Background: an optimization exercise with open tools, aiming at small area, a short achievable clock period and few clock cycles per item. Do not read the settings as production practice.
In this exercise RTL edits were held to simulation tests only and were not proved equivalent to the original.
Power is estimated from default activity; no workload was simulated.

## flow/design.v (module list and top-level ports; edited modules follow where they fit)
// module sana_fa: 10 lines
// module sana_ha: 9 lines
// module sana_envbank: 1095 lines
module sana_envbank (
    input  wire        clk,
    input  wire        rst,
    input  wire        in_valid,
    output wire        in_ready,
    input  wire [2:0]  in_op,
    input  wire [1:0]  in_unit,
    input  wire [79:0] in_data,
    output reg         out_valid,
    output reg  [8:0]  out_state,
    output wire [47:0] out_value,
    output reg         out_err
);
  // ...
==> flow/flow/run.sh <==
#!/bin/bash
# Layout: the standard flow (its synthesis unchanged), with timing repair
# aiming at a shorter cycle than the 19 ns clock: the clock, the delays at the
# ports and every other constraint stay as they are. make's output goes to
# make_flow.log; ORFS keeps each step's log under orfs/logs.
set -euo pipefail
cd "$(dirname "$0")/.."
export SETUP_SLACK_MARGIN=14.0
export BUFFER_PORTS_ARGS="-buffer_cell sky130_fd_sc_hd__buf_4"
bash standard.sh > make_flow.log 2>&1
==> flow/standard.sh <==
#!/bin/bash
# synth_recipe.tcl (not shown) runs the flow's synth.tcl, then flattens the netlist and writes it again
# the make line also repeats each setting of config.mk as NAME=value (left out here)
make -C /OpenROAD-flow-scripts/flow DESIGN_CONFIG=/design/flow/config.mk WORK_HOME=/design/flow/orfs CLKGATE_MAP_FILE= SYNTH_SCRIPT=/design/flow/synth_recipe.tcl "${@:-finish}"
==> flow/config.mk <==
export PLATFORM = sky130hd
export DESIGN_NAME = sana_envbank
export DESIGN_NICKNAME = sana_envbank
export VERILOG_FILES = /design/flow/design.v
export SDC_FILE = /design/flow/constraint.sdc
export NUM_CORES = 4
export LEC_CHECK = 0
export CAP_MARGIN = 20
export CORE_MARGIN = 2
export CORE_UTILIZATION = 40
export CTS_CLUSTER_DIAMETER = 150
export CTS_CLUSTER_SIZE = 20
export SLEW_MARGIN = 20
export SYNTH_HIERARCHICAL = 1
export SYNTH_MINIMUM_KEEP_SIZE = 0
==> flow/constraint.sdc <==
create_clock -name core_clock -period 19.0 [get_ports {clk}]
set_input_delay 3.8000 -clock core_clock [delete_from_list [all_inputs] [get_ports {clk}]]
set_output_delay 3.8000 -clock core_clock [all_outputs]
set_load 0.01 [all_outputs]
==> summary.txt, run 1 <==
result of the run=complete, no violations; Initial Utilization=0.405; cell area after technology mapping=35800 um2; reg-to-reg setup timing slack=14.19 ns; type of the worst setup path=primary input to flop; met3 track utilization from global routing=0.0315; diode count=0; Critical Path Source=in_op[1]; delay of the slowest cell on the worst path=0.81 ns; y dimension of the die=303 um; most frequent cell after synthesis=sky130_fd_sc_hd__nand2_1; top layer used by detailed routing=met5; wire length of the first global-routing pass=162 mm; Worst Slack Setup Final=13.99 ns; switching share of power=0.259; clock latency on the worst-skew pair=0.61 ns; met2 track demand over resource in global routing=0.385; worst clock skew=0.0342 ns; remaining antenna violation count after routing=0; FFs & Latches=606; Inverters excl. clock=52; x dimension of the die=303 um; P_int=1.84 mW; synth warn=7; unrepaired setup endpoints after global routing=yes; fraction of layout instances using a drive strength above 1=0.115; number of cell rows=109; cell type taking the most area=multi-input combinational cells; main area contributors after synthesis=sky130_fd_sc_hd__edfxtp_1 (24%), sky130_fd_sc_hd__dfxtp_1 (18%), sky130_fd_sc_hd__fa_1 (18%); depth of the worst register-to-register path=10; worst voltage drop across the vdd grid=0.0000655 V; actual slew at the worst max-slew pin=1.12 ns; buffer levels on the longest clock path=3
Testbench counts, summed over its fixed seeds: cycles 36,512, items 32,000.
==> run 2: changes to the inputs <==
--- a/flow/design.v
+++ b/flow/design.v
@@ -3,16 +3,23 @@
     input  wire b,
     input  wire c,
     output wire s,
     output wire co
 );
     assign s  = a ^ b ^ c;
     assign co = (a & b) | (a & c) | (b & c);
 endmodule
+module sana_wen (
+    input  wire a,
+    input  wire b,
+    output wire y
+);
+    assign y = a & b;
+endmodule
 module sana_ha (
     input  wire a,
     input  wire b,
     output wire s,
     output wire co
 );
     assign s  = a ^ b;
     assign co = a & b;
@@ -210,32 +217,42 @@
             pend       <= 3'd0;
             in_ready_q <= 1'b1;
         end else begin
             pend       <= pend_n;
             in_ready_q <= ~((pend_n[0] & pend_n[1]) | (pend_n[0] & pend_n[2]) | (pend_n[1] & pend_n[2])) &
                           ~(acc & in_multi);
         end
     end
+    wire in_setp = in_valid & in_ready_q & (in_op == 3'd4);
+    wire [2:0] set_a, set_d, set_r, set_h;
+    generate
+        for (u = 0; u < 3; u = u + 1) begin : g_set
+            wire sel = (in_unit == u);
+            sana_wen u_wa (.a(in_setp), .b(sel), .y(set_a[u]));
+            sana_wen u_wd (.a(in_setp), .b(sel), .y(set_d[u]));
+            sana_wen u_wr (.a(in_setp), .b(sel), .y(set_r[u]));
+            sana_wen u_wh (.a(in_setp), .b(sel), .y(set_h[u]));
+        end
+    endgenerate
     always @(posedge clk) begin
         for (k = 0; k < 3; k = k + 1) begin
             if (rst_q)
                 state[3*k +: 3] <= ST_ECHO;
             else
                 state[3*k +: 3] <= n_state[3*k +: 3];
             t[15*k +: 15] <= n_t[15*k +: 15];
-            if (in_valid && in_ready_q && in_op == 3'd4 && in_unit == k) begin
-                inc_a[16*k +: 16] <= p_a;
-                inc_d[16*k +: 16] <= p_d;
-                inc_r[16*k +: 16] <= p_r;
-                inc_h[16*k +: 16] <= p_h;
-                pdef[k]           <= 1'b0;
-            end else if (rst_q) begin
-                pdef[k]           <= 1'b1;
-            end
+            if (set_a[k]) inc_a[16*k +: 16] <= p_a;
+            if (set_d[k]) inc_d[16*k +: 16] <= p_d;
+            if (set_r[k]) inc_r[16*k +: 16] <= p_r;
+            if (set_h[k]) inc_h[16*k +: 16] <= p_h;
+            if (set_h[k])
+                pdef[k] <= 1'b0;
+            else if (rst_q)
+                pdef[k] <= 1'b1;
         end
     end
     reg        q_valid, q_resp, q_err, q_setp;
     reg [1:0]  q_sunit;
     reg        q_s15;
     reg [8:0]  q_code, q_state;
     reg [1:0]  q_job, q_junit;
     reg [14:0] q_t;
==> flow/flow/run.sh (replaced) <==
#!/bin/bash
# Layout: the standard flow (its synthesis unchanged), with timing repair
# aiming at a shorter cycle than the 19 ns clock: the clock, the delays at the
# ports and every other constraint stay as they are. make's output goes to
# make_flow.log; ORFS keeps each step's log under orfs/logs.
set -euo pipefail
cd "$(dirname "$0")/.."
export SETUP_SLACK_MARGIN=14.0
export BUFFER_PORTS_ARGS="-buffer_cell sky130_fd_sc_hd__buf_2"
bash standard.sh > make_flow.log 2>&1
==> run 2 against run 1 <==
  * Fmax up 0.89%
  * Area after synthesis shrank 0.23%
  * Via count is 0.73% higher
  * Register-to-register slack better by 0.10 ns
  * First-iteration DRC count increased by 2.8%
  * Critical endpoint is now out_value[17]
==> summary.txt, run 2 <==
result of the run=complete, no violations; floorplan core area=88500 um2; wire length on met3=6.92 mm; actual slew at the worst max-slew pin=1.04 ns (-0.0803 ns); largest fanout of any net on the critical path=4; wire length of the first global-routing pass=161 mm (-0.40%); most frequent cell after synthesis=sky130_fd_sc_hd__nand2_1; final setup fails=0; cells along the critical path=buf_2; Leakage=12.2 nW; Met2 Routed Length=52.0 mm; Remaining Overflow, GRT=0; cell count after synthesis=3388; number of filler cells placed in the layout=8361; Crit path required time=15.20 ns; total iterations of the first detailed-routing run=25; worst clock skew=0.0525 ns (+0.0183 ns); fraction of power consumed by combinational cells=0.070; TritonCTS clock tree=done; fraction of layout instances using a drive strength above 1=0.130 (+0.0142); worst rel slew slack=0.307; Clock Pin Slew Worst Setup and Hold Paths=0.08 ns; number of hold-repair buffers added at the cts stage=0; number of buffers created by CTS=36; clock latency on the worst-skew pair=0.62 ns (about the same); utilization after layout=0.438; Residual DRC=0; leading cell type in the layout, fill and taps excluded=sky130_fd_sc_hd__nand2_1; switching share of power=0.266 (+0.00732); commonest non-fill, non-tap cells in the layout=sky130_fd_sc_hd__nand2_1 (602), sky130_fd_sc_hd__fa_1 (319), sky130_fd_sc_hd__edfxtp_1 (285); via/cell ratio=5.78; post-route fraction of the period consumed by the critical path=0.261; vias after detailed routing=26.4k; Critical Path Source Type=flop; worst hold path type=flop to flop; met1 wire length=46.1 mm; type of the worst setup path=flop to primary output; CP arrival=1.16 ns; commonest register cell after synthesis=sky130_fd_sc_hd__dfxtp_1; clk sinks=606; worst voltage drop across the vdd grid=0.0000621 V (-5.2%); fraction of the yosys area taken by sequential cells=0.419; x dimension of the die=303 um (-0.11%); Routed Wire Length=108 mm; number of flip-flops and latches in the synthesized netlist=606; area share of the largest cell type after synthesis=0.240; Initial DRC Count=2647; post-detailed-route wirelength per cell=23.7 um; total negative slack for setup checks=0 ns; portion of total power attributed to sequential cells=0.597; part of the power in the clock network=0.333; Worst path top cell family by delay=flip-flops; initial antenna violation count=0; relative area change from synthesis to final layout=8.44%; overall fraction of global-route tracks in use=0.234; cell type of the slowest stage on the worst timing path=sky130_fd_sc_hd__dfxtp_1; cell area after technology mapping=35700 um2 (-0.23%); delay of the slowest cell on the worst path=0.40 ns (-0.41 ns); min Tclk post-route=4.96 ns; area occupied by multi-input gates=19700 um2; number of cell rows=109 (unchanged); Final Slew Violations=0; RePlAce Congestion=0.904; Fmax=0.202 GHz; library cell occupying the most area in the post-synthesis netlist=sky130_fd_sc_hd__edfxtp_1; largest net degree at the start of global routing=89; cell types with the highest counts after synthesis=sky130_fd_sc_hd__nand2_1 (603), sky130_fd_sc_hd__dfxtp_1 (321), sky130_fd_sc_hd__fa_1 (319); share of flip-flops with an asynchronous set or reset after synthesis=0; max-capacitance violation count=0; final number of hold-violating endpoints=0; diode count=0 (unchanged); critical path endpoint category=primary output; unrepaired setup endpoints after global routing=no; Initial Utilization=0.404 (-0.000919); top layer used by detailed routing=met4; post-detail-place hpwl=80.7 mm; count of pins on the block boundary=148; Seq. cell area=15100 um2; # H-tree levels=2; synth warn=7 (unchanged); vias in the first global route=25.5k; P_int=1.82 mW (-1.0%); mean instance size in the synthesized netlist=10.5 um2; library cell used as clock root buffer=sky130_fd_sc_hd__clkbuf_16; buffer levels on the longest clock path=3 (unchanged); main area contributors after synthesis=sky130_fd_sc_hd__edfxtp_1 (24%), sky130_fd_sc_hd__dfxtp_1 (18%), sky130_fd_sc_hd__fa_1 (18%); remaining antenna violation count after routing=0 (unchanged); count of buffers from port buffering=147; Bufs and invs on worst path=1; number of flops mapped to enable cells by yosys=285; y dimension of the die=303 um (-0.11%); DIE AREA=91700 um2; net switching power=0.660 mW; library cells used by synthesis=96; PD cells=63.9 nW/um2; Net count, final=3894
==> run 2: per-layer routing <==
metal / vias up / global-route usage
met5: - / 0
met4: 0 / 0.0696
met3: 183 / 0.0251
met2: 1077 / 0.390
met1: 13347 / 0.323
li1: 11838 / -
==> run 2: worst register-to-register path, delay by kind of cell, from the launching register on <==
family          cells  cell delay [ns]
simple gates        2             0.60
flops               1             0.31
compound gates      9             2.14
buf+inv             4             0.87
fa+ha+maj           2             0.72
==> run 2: layout make-up <==
| type | instances | share of cell area |
|---|---|---|
| Timing Repair Buffer | 206 | 0.0311 |
| Multi-Input combinational cell | 2489 | 0.509 |
| Sequential cell | 606 | 0.390 |
| Inverter | 50 | 0.00497 |
| Clock inverter | 5 | 0.00216 |
| Tap cell | 1165 | 0.0376 |
| Clock buffer | 57 | 0.0253 |
==> run 2: logic make-up (layout without fill, tap and decap cells) <==
logic type,after synthesis,count (layout),synth area share
AO/OA/AOI/OAI,723,723,0.132
buffers and inverters,332,318,0.0360
other,1,40,0.000105
XOR/XNOR,63,63,0.0154
flip-flops,606,606,0.419
adder cells (fa/ha/maj),417,417,0.213
AND/OR/NAND/NOR,1105,1105,0.137
multiplexers,141,141,0.0467
==> run 2: worst paths after layout <==
| check | start | to | slack (ns) | depth (start not counted) |
|---|---|---|---|---|
| worst max-delay path | value[17] | out_value[17] | 14.04 | 1 |
| worst min-delay path | f_err | out_err | 0.33 | 0 |
| worst max register to register | state[2] | q_job[1] | 14.29 | 17 |
| worst min register to register | f_err | out_err | 0.33 | 0 |
==> run 2: Yosys stat by module (local to each module, per instance) <==
module        copies in the design  flops+latches  cells  area (um2)
sana_fa                        314              0      1        20.0
sana_envbank                     1            606   3062       29400
sana_wen                        12              0      1        6.26
==> run 2: power by group through the flow <==
stage,clock (mW),sequential (mW),combinational (mW)
after floorplan,0,1.42,0.166
final,0.825,1.48,0.173
after CTS,0.844,1.48,0.170
after global routing,0.882,1.48,0.191
after detailed placement,0,1.51,0.168
after global placement,0,1.51,0.167
==> run 2: timing repair <==
item	CTS	global route
pin swaps	1	2
gates resized for setup	48	44
setup endpoints to repair	79	84
buffers inserted	2	14
==> run 2: metrics by stage <==
step / worst slack [ns] / area, um2 / power, mW / hold WS (ns) / std cells
2_1_floorplan: 13.92 / 35900 / 1.59 / 0.310 / 3427
3_3_place_gp: 13.33 / 37400 / 1.68 / 0.310 / 4500
3_5_place_dp: 13.26 / 37400 / 1.68 / 0.312 / 4500
4_1_cts: 14.00 / 38500 / 2.49 / 0.331 / 4564
5_1_grt: 14.00 / 38700 / 2.55 / 0.334 / 4578
6_report: 14.04 / 38700 / 2.48 / 0.326 / 4578
Testbench counts of run 2, summed over its fixed seeds: cycles 36,512, items 32,000.
==> run 3: changes to the inputs <==
--- a/flow/flow/run.sh
+++ b/flow/flow/run.sh
@@ -8,3 +8,3 @@
 export SETUP_SLACK_MARGIN=14.0
-export BUFFER_PORTS_ARGS="-buffer_cell sky130_fd_sc_hd__buf_2"
+export BUFFER_PORTS_ARGS="-buffer_cell sky130_fd_sc_hd__buf_4"
 bash standard.sh > make_flow.log 2>&1
==> run 3 against run 2 <==
  * Combinational power is 3% higher
  * Critical path type unchanged
  * Worst setup slack better by 0.0010 ns
  * Largest cell class unchanged
  * Die area stayed put
  * Cell count is 0.17% higher
  * Largest power group unchanged
==> summary.txt, run 3 <==
result of the run=complete, no violations; total iterations of the first detailed-routing run=25 (unchanged); wire length of the first global-routing pass=164 mm (+1.4%); buffer levels on the longest clock path=3 (unchanged); critical path endpoint category=primary output; Remaining Overflow, GRT=0 (unchanged); Leakage=12.3 nW (+0.93%); fraction of power consumed by combinational cells=0.072 (+0.002); overall fraction of global-route tracks in use=0.237 (+0.00289); most frequent cell after synthesis=sky130_fd_sc_hd__nand2_1; leading cell type in the layout, fill and taps excluded=sky130_fd_sc_hd__nand2_1; Routed Wire Length=109 mm (+0.80%); top layer used by detailed routing=met5; main area contributors after synthesis=sky130_fd_sc_hd__edfxtp_1 (24%), sky130_fd_sc_hd__dfxtp_1 (18%), sky130_fd_sc_hd__fa_1 (18%); Worst path top cell family by delay=flip-flops; vias after detailed routing=26.3k (-0.56%); Clock Pin Slew Worst Setup and Hold Paths=0.09 ns (about the same); worst clock skew=0.0359 ns (-0.0166 ns); launching point of the worst reg2reg path=m_sq[8]; worst rel slew slack=0.229 (-0.0774); multiplexer share of the synthesized area=0.0467 (unchanged); reg-to-reg setup timing slack=14.30 ns (about the same); share of flip-flops with an asynchronous set or reset after synthesis=0 (unchanged); post-route fraction of the period consumed by the critical path=0.261 (about the same); cell types with the highest counts after synthesis=sky130_fd_sc_hd__nand2_1 (603), sky130_fd_sc_hd__dfxtp_1 (321), sky130_fd_sc_hd__fa_1 (319); wire length on met3=7.43 mm (+7.5%); library cell used as clock root buffer=sky130_fd_sc_hd__clkbuf_16; largest net degree at the start of global routing=89 (unchanged); total negative slack for setup checks=0 ns (unchanged); Worst Slack Setup Final=14.04 ns (+0.00100 ns); count of buffers from port buffering=147 (unchanged); DIE AREA=91700 um2 (unchanged); RePlAce Congestion=0.915 (+1.3%); post-detail-place hpwl=81.3 mm (+0.79%); unrepaired setup endpoints after global routing=no; adder-cell area share of the yosys netlist=0.213 (unchanged); switching share of power=0.265 (-0.00118); number of cell rows=109 (unchanged); worst setup timing slack at the placement stage=13.13 ns (-0.126 ns); Fmax=0.202 GHz (about the same); Met2 Routed Length=51.8 mm (-0.30%); largest fanout of any net on the critical path=4 (unchanged); CP Capture Point=out_value[47]; cells along the critical path=buf_4; number of flip-flops and latches in the synthesized netlist=606 (unchanged); max-capacitance violation count=0 (unchanged); depth of the worst register-to-register path=11 (-6); worst voltage drop across the vdd grid=0.0000625 V (+0.62%); part of the power in the clock network=0.331 (-0.002); floorplan core area=88500 um2 (unchanged); x dimension of the die=303 um (unchanged); P_int=1.82 mW (+0.13%); min Tclk post-route=4.96 ns (-0.00100 ns); actual slew at the worst max-slew pin=1.16 ns (+0.118 ns); y dimension of the die=303 um (unchanged); Crit path required time=15.20 ns (about the same); Final Slew Violations=0 (unchanged); fraction of the yosys area taken by sequential cells=0.419 (unchanged); commonest register cell after synthesis=sky130_fd_sc_hd__dfxtp_1; met1 wire length=46.0 mm (-0.29%); mean instance size in the synthesized netlist=10.5 um2 (unchanged); cell area after technology mapping=35700 um2 (unchanged); TritonCTS clock tree=done; final hold slack=0.314 ns (-0.0116 ns); Net count, final=3902 (+0.21%); worst hold path type=flop to flop; diode count=0 (unchanged); Critical Path Source=value[47]; PD cells=63.3 nW/um2 (-1.0%); fraction of the mapped netlist area in simple logic gates=0.137 (unchanged); post-detailed-route wirelength per cell=23.8 um (+0.62%); complex-gate fraction of the synthesized area=0.132 (unchanged); Bufs and invs on worst path=1 (unchanged); # H-tree levels=2 (unchanged); vias in the first global route=26.1k (+2.1%); final number of hold-violating endpoints=0 (unchanged); reg2reg end=f_cl; final setup fails=0 (unchanged); remaining antenna violation count after routing=0 (unchanged); initial antenna violation count=1 (+1); fraction of layout instances using a drive strength above 1=0.128 (-0.00118); clk sinks=606 (unchanged); CP arrival=1.16 ns (about the same); delay of the slowest cell on the worst path=0.42 ns (+0.02 ns); number of buffers created by CTS=36 (unchanged); area share of the largest cell type after synthesis=0.240 (unchanged); portion of total power attributed to sequential cells=0.597 (about the same); via/cell ratio=5.73 (-0.74%); cell type of the slowest stage on the worst timing path=sky130_fd_sc_hd__dfxtp_1; net switching power=0.656 mW (-0.47%); number of logic stages on the critical path including buffering=1 (unchanged); Initial DRC Count=2509 (-5.2%); Residual DRC=0 (unchanged); library cells used by synthesis=96 (unchanged); Critical Path Source Type=flop; relative area change from synthesis to final layout=9.52%; synth warn=7 (unchanged); clock latency on the worst-skew pair=0.61 ns (about the same); type of the worst setup path=flop to primary output; cell count after synthesis=3388 (unchanged); number of flops mapped to enable cells by yosys=285 (unchanged); count of pins on the block boundary=148 (unchanged); number of filler cells placed in the layout=8322 (-0.47%); Initial Utilization=0.404 (unchanged); xor/xnor cell area share of the yosys netlist=0.0154 (unchanged); worst hold path stage count=0 (unchanged); commonest non-fill, non-tap cells in the layout=sky130_fd_sc_hd__nand2_1 (602), sky130_fd_sc_hd__fa_1 (319), sky130_fd_sc_hd__edfxtp_1 (285); library cell occupying the most area in the post-synthesis netlist=sky130_fd_sc_hd__edfxtp_1; main combinational cell family by area after synthesis=adder cells
## run 3: repair_timing
item,CTS,global route
endpoints found under the setup margin,69,61
hold buffers,0,0
buffers inserted,2,25
pin swaps,1,2
resized for setup,50,30
## run 3: kinds of logic (layout without fill, tap and decap cells)
| logic type | Yosys count | in the layout |
|---|---|---|
| AND/OR/NAND/NOR | 1105 | 1105 |
| AO/OA/AOI/OAI | 723 | 723 |
| flip-flops | 606 | 606 |
| adder cells (fa/ha/maj) | 417 | 417 |
| buffers and inverters | 332 | 326 |
| multiplexers | 141 | 141 |
| XOR/XNOR | 63 | 63 |
| other | 1 | 40 |
## run 3: metrics by stage
step | area [um2] | std cells | total power [mW] | utilization
2_1_floorplan | 35900 | 3427 | 1.59 | -
3_3_place_gp | 37700 | 4497 | 1.68 | 0.426
3_5_place_dp | 37700 | 4497 | 1.68 | 0.426
4_1_cts | 38900 | 4561 | 2.49 | 0.439
5_1_grt | 39100 | 4586 | 2.56 | 0.442
6_report | 39100 | 4586 | 2.48 | 0.442
## run 3: final cells by class
cell class	instances	area, um2	share of cell area
clock buffers	57	980	0.0250
well taps	1165	1460	0.0372
multi-input cells	2489	19700	0.504
repair buffers	214	1630	0.0417
flip-flops and latches	606	15100	0.386
inverters	50	193	0.00492
clock inverters	5	65.1	0.00166
## run 3: power groups by stage
stage                     clock network [mW]  registers (mW)  logic (mW)
after floorplan                            0            1.42       0.166
after global placement                     0            1.51       0.172
after detailed placement                   0            1.51       0.173
after CTS                              0.837            1.48       0.174
after global routing                   0.878            1.48       0.196
final                                  0.819            1.48       0.178
## run 3: worst min path at each step
stage,startpoint,endpoint
finish,m_state[6],f_state[6]
global route,q_state[8],m_state[8]
CTS,m_state[6],f_state[6]
detailed placement,m_code[8],f_code[8]
global placement,m_state[8],f_state[8]
floorplan,m_code[0],f_code[0]
## run 3: Yosys stat by module (local to each module, per instance)
module | copies in the design | area [um2] | cells inside
sana_fa | 314 | 20.0 | 1
sana_envbank | 1 | 29400 | 3062
sana_wen | 12 | 6.26 | 1
## run 3: layer usage
layer	track usage	up-vias
li1	-	11859
met1	0.322	13192
met2	0.393	1075
met3	0.0299	168
met4	0.0795	2
met5	0	-

==> afterwards: timing with drivers on the ports <==
No port has a modelled driver above. Below, the same layouts with a new extraction and two added sets of constraints.
Step 1 sets driving cells, clkbuf_16 on the clock port and buf_2 on the other inputs (assumed; they add their load-dependent delay and slew).
Step 2 moves the port delays by t, midway between the first and last clock arrival at a register: inputs arrive t later, outputs are due t later. That takes back most of the time a late clock gives input paths.
a / b / c = no drivers / after step 1 / after step 2; a / b = the first two.
run	shift t [ns]	setup slack, ns	worst setup path after step 2	worst slew at a driven data input, ns	cell pins on the clock port's net
run 1	0.645	13.993 / 13.977 / 13.391	input to register	0.05	1
run 2	0.661	14.037 / 13.975 / 13.523	input to register	0.05	1
run 3	0.659	14.038 / 13.971 / 13.470	input to register	0.06	1
After both steps every run listed still meets setup and hold. For run 1, which loses most, drivers alone change the setup slack by -0.016 ns; drivers and shift together by -0.602 ns.
